What follows belongs to an exercise in optimizing a design on an open flow for small area, a short achievable clock period and few clock cycles per item; a production flow would make more cautious choices.
Where RTL was checked, it was by simulation tests only, not by an equivalence proof against the original.
No activity file was given, so power comes from the tool's default toggle rates.

== JK ==
==> module gf_engine, before the edit <==
module gf_engine (
    input  wire        clk,
    input  wire        rst,         
    input  wire        fa_we,
    input  wire [12:0] fa_wdata,
    input  wire        fb_we,
    input  wire [12:0] fb_wdata,
    output wire [12:0] fa,
    output wire [12:0] fb,
    output wire [12:0] fr,
    input  wire        cmd_valid,
    input  wire [31:0] cmd_word,
    output wire [7:0]  status
);
    reg [12:0] fa_r;
    reg [12:0] fb_r;
    reg [12:0] fr_r;
    reg        done_r;          
    reg        err_r;           
    assign fa     = fa_r;
    assign fb     = fb_r;
    assign fr     = fr_r;
    assign status = {3'b000, err_r, err_r, 1'b0, done_r, 1'b0};
    wire [12:0] fa4;
    gf_engine_sq2 u_sq2 (.a(fa_r), .y(fa4));
    wire [12:0] opa;
    gf_engine_sel u_sel (.s0(cmd_word[0]), .a0(fa_r), .s1(cmd_word[1]), .a1(fa4), .y(opa));
    wire [168:0] mcol;
    gf_engine_mcols u_mcols (.b(fb_r), .m(mcol));
    wire [12:0] prod;
    genvar gi, gk;
    generate
        for (gk = 0; gk < 13; gk = gk + 1) begin : g_row
            wire [12:0] m;
            for (gi = 0; gi < 13; gi = gi + 1) begin : g_m
                assign m[gi] = mcol[13*gi + gk];
            end
            gf_engine_dot13 u_dot (.m(m), .a(opa), .y(prod[gk]));
        end
    endgenerate
    wire cmd_hi0     = (cmd_word[31:2] == 30'd0);
    wire is_gfmul    = cmd_hi0 && (cmd_word[1:0] == 2'b01);
    wire is_gfsq2mul = cmd_hi0 && (cmd_word[1:0] == 2'b10);
    wire legal       = is_gfmul | is_gfsq2mul;
    wire [12:0] fa_next;
    wire [12:0] fb_next;
    wire [12:0] fr_next;
    wire fa_ld = fa_we & !rst;
    wire fb_ld = fb_we & !rst;
    gf_engine_ld u_ld_fa (.rst(rst), .ld(fa_ld), .d(fa_wdata), .q(fa_r), .y(fa_next));
    gf_engine_ld u_ld_fb (.rst(rst), .ld(fb_ld), .d(fb_wdata), .q(fb_r), .y(fb_next));
    gf_engine_upd u_upd_fr (.rst(rst), .we(cmd_valid & legal), .d(prod), .q(fr_r), .y(fr_next));
    always @(posedge clk) begin
        fa_r <= fa_next;
        fb_r <= fb_next;
        fr_r <= fr_next;
        if (rst) begin
            done_r <= 1'b0;
            err_r  <= 1'b0;
        end else if (cmd_valid) begin
            done_r <= legal;
            err_r  <= !legal;
        end
    end
endmodule
==> module gf_engine_ld, before the edit <==
module gf_engine_ld (
    input  wire        rst,
    input  wire        ld,
    input  wire [12:0] d,
    input  wire [12:0] q,
    output wire [12:0] y
);
    assign y = ld ? d : (rst ? 13'd0 : q);
endmodule
Settings: LEC_CHECK=0, CAP_MARGIN=0, CORE_MARGIN=2, CORE_UTILIZATION=40, CTS_BUF_LIST=sky130_fd_sc_hd__clkbuf_8, PLACE_DENSITY=0.6, SETUP_SLACK_MARGIN=2.35, SLEW_MARGIN=0, SYNTH_HIERARCHICAL=1, SYNTH_MINIMUM_KEEP_SIZE=0, TNS_END_PERCENT=5; clock period 5.0 ns.
standard.sh (not shown) runs the stock make flow with config.mk's settings and CLKGATE_MAP_FILE= SYNTH_SCRIPT=/design/flow/synth_recipe.tcl, a recipe that flattens the netlist after the stock synthesis.
==> flow/flow/run.sh <==
#!/bin/bash
# Own layout flow: the standard flow (standard.sh), with two changes to
# how the layout is made:
#  * the port buffers that the standard flow inserts on every input and
#    output are sky130_fd_sc_hd__buf_1 instead of the default choice
#    (the resizer may still upsize them where timing needs it);
#  * the 3-input XOR/XNOR cells are added to the platform's don't-use list,
#    so that synthesis builds the XOR trees from faster 2-input cells.
# Everything else (synthesis script, floorplan, power grid, tap cells,
# placement, CTS, routing) is the standard flow unchanged.
set -euo pipefail
cd "$(dirname "$0")/.."

PLATFORM_DONT_USE="sky130_fd_sc_hd__probe_p_8 sky130_fd_sc_hd__probec_p_8 \
sky130_fd_sc_hd__lpflow_bleeder_1 sky130_fd_sc_hd__lpflow_clkbufkapwr_1 \
sky130_fd_sc_hd__lpflow_clkbufkapwr_16 sky130_fd_sc_hd__lpflow_clkbufkapwr_2 \
sky130_fd_sc_hd__lpflow_clkbufkapwr_4 sky130_fd_sc_hd__lpflow_clkbufkapwr_8 \
sky130_fd_sc_hd__lpflow_clkinvkapwr_1 sky130_fd_sc_hd__lpflow_clkinvkapwr_16 \
sky130_fd_sc_hd__lpflow_clkinvkapwr_2 sky130_fd_sc_hd__lpflow_clkinvkapwr_4 \
sky130_fd_sc_hd__lpflow_clkinvkapwr_8 sky130_fd_sc_hd__lpflow_decapkapwr_12 \
sky130_fd_sc_hd__lpflow_decapkapwr_3 sky130_fd_sc_hd__lpflow_decapkapwr_4 \
sky130_fd_sc_hd__lpflow_decapkapwr_6 sky130_fd_sc_hd__lpflow_decapkapwr_8 \
sky130_fd_sc_hd__lpflow_inputiso0n_1 sky130_fd_sc_hd__lpflow_inputiso0p_1 \
sky130_fd_sc_hd__lpflow_inputiso1n_1 sky130_fd_sc_hd__lpflow_inputiso1p_1 \
sky130_fd_sc_hd__lpflow_inputisolatch_1 sky130_fd_sc_hd__lpflow_isobufsrc_1 \
sky130_fd_sc_hd__lpflow_isobufsrc_16 sky130_fd_sc_hd__lpflow_isobufsrc_2 \
sky130_fd_sc_hd__lpflow_isobufsrc_4 sky130_fd_sc_hd__lpflow_isobufsrc_8 \
sky130_fd_sc_hd__lpflow_isobufsrckapwr_16 \
sky130_fd_sc_hd__lpflow_lsbuf_lh_hl_isowell_tap_1 \
sky130_fd_sc_hd__lpflow_lsbuf_lh_hl_isowell_tap_2 \
sky130_fd_sc_hd__lpflow_lsbuf_lh_hl_isowell_tap_4 \
sky130_fd_sc_hd__lpflow_lsbuf_lh_isowell_4 \
sky130_fd_sc_hd__lpflow_lsbuf_lh_isowell_tap_1 \
sky130_fd_sc_hd__lpflow_lsbuf_lh_isowell_tap_2 \
sky130_fd_sc_hd__lpflow_lsbuf_lh_isowell_tap_4"
EXTRA_DONT_USE="sky130_fd_sc_hd__xor3_1 sky130_fd_sc_hd__xor3_2 sky130_fd_sc_hd__xor3_4 \
sky130_fd_sc_hd__xnor3_1 sky130_fd_sc_hd__xnor3_2 sky130_fd_sc_hd__xnor3_4"

bash standard.sh finish \
    "DONT_USE_CELLS=$PLATFORM_DONT_USE $EXTRA_DONT_USE" \
    "BUFFER_PORTS_ARGS=-buffer_cell sky130_fd_sc_hd__buf_1" \
    > flow_make.log 2>&1
The following lists how MS was set up differently from JK:
==> flow/design.v, changed modules only <==
module gf_engine (
    input  wire        clk,
    input  wire        rst,         
    input  wire        fa_we,
    input  wire [12:0] fa_wdata,
    input  wire        fb_we,
    input  wire [12:0] fb_wdata,
    output wire [12:0] fa,
    output wire [12:0] fb,
    output wire [12:0] fr,
    input  wire        cmd_valid,
    input  wire [31:0] cmd_word,
    output wire [7:0]  status
);
    reg [12:0] fa_r;
    reg [12:0] fb_r;
    reg [12:0] fr_r;
    reg        done_r;          
    reg        err_r;           
    assign fa     = fa_r;
    assign fb     = fb_r;
    assign fr     = fr_r;
    assign status = {3'b000, err_r, err_r, 1'b0, done_r, 1'b0};
    wire [12:0] fa4;
    gf_engine_sq2 u_sq2 (.a(fa_r), .y(fa4));
    wire [12:0] opa;
    gf_engine_sel u_sel (.s0(cmd_word[0]), .a0(fa_r), .s1(cmd_word[1]), .a1(fa4), .y(opa));
    wire [168:0] mcol;
    gf_engine_mcols u_mcols (.b(fb_r), .m(mcol));
    wire [12:0] prod;
    genvar gi, gk;
    generate
        for (gk = 0; gk < 13; gk = gk + 1) begin : g_row
            wire [12:0] m;
            for (gi = 0; gi < 13; gi = gi + 1) begin : g_m
                assign m[gi] = mcol[13*gi + gk];
            end
            gf_engine_dot13 u_dot (.m(m), .a(opa), .y(prod[gk]));
        end
    endgenerate
    wire cmd_hi0     = (cmd_word[31:2] == 30'd0);
    wire is_gfmul    = cmd_hi0 && (cmd_word[1:0] == 2'b01);
    wire is_gfsq2mul = cmd_hi0 && (cmd_word[1:0] == 2'b10);
    wire legal       = is_gfmul | is_gfsq2mul;
    wire [12:0] fa_next;
    wire [12:0] fb_next;
    wire [12:0] fr_next;
    gf_engine_upd u_upd_fa (.rst(rst), .we(fa_we), .d(fa_wdata), .q(fa_r), .y(fa_next));
    gf_engine_upd u_upd_fb (.rst(rst), .we(fb_we), .d(fb_wdata), .q(fb_r), .y(fb_next));
    gf_engine_upd u_upd_fr (.rst(rst), .we(cmd_valid & legal), .d(prod), .q(fr_r), .y(fr_next));
    always @(posedge clk) begin
        fa_r <= fa_next;
        fb_r <= fb_next;
        fr_r <= fr_next;
        if (rst) begin
            done_r <= 1'b0;
            err_r  <= 1'b0;
        end else if (cmd_valid) begin
            done_r <= legal;
            err_r  <= !legal;
        end
    end
endmodule
// module gf_engine_ld removed
## What came out
Between MS and JK, final-layout worst hold slack is higher for JK, MS comes in under that. When the final numbers for MS and JK were put side by side, the worst-case headroom to the max-slew limit turned out to be greater in MS. Global-route total usage across every layer: MS vs JK down 1.3 points. Diff MS and JK: die area higher in MS. Ratio of final minimum period to clock period delta for MS relative to JK: 2.0 points lower. Delta (MS minus JK): tap cell instance count saw an increase; xor/xnor cell area share of the yosys netlist moved down; proportion of cell area occupied by registers has increased. Compared MS vs JK, and post-layout total power is down in MS. [compare] base=JK new=MS: global-route wire length before repair lower; routed wire length lower; routing usage on met1 lower; design area lower; non-clock buffer count lower.
Testbench counts of MS, summed over its fixed seeds: cycles 4,800, ops 2,400.
No functional check of the RTL was part of JK.

## afterwards: timing with drivers on the ports
The results above use ideal ports. As a check the final layouts listed here were re-extracted and re-timed, cells and wires unchanged. Step 1 assumes that a clkbuf_16 drives the clock port and a buf_2 every other input. Step 2 also shifts input and output timing later by t, the mid clock arrival at the registers, as if the neighbouring blocks saw the same clock. Slacks: no drivers / after step 1 / after step 2; pairs: no drivers / after step 1.
run | shift t [ns] | setup WS [ns] | hold WS [ns] | slew at the worst register clock pin (ns)
JK | 0.347 | 2.400 / 2.400 / 2.092 | 0.501 / 0.501 / 0.501 | 0.10 / 0.10
MS | 0.344 | 2.498 / 2.498 / 2.196 | 0.495 / 0.495 / 0.495 | 0.10 / 0.10
After both steps setup and hold are still met in every run listed. For JK, which loses most, drivers alone change the setup slack by 0.000 ns; drivers and shift together by -0.308 ns.
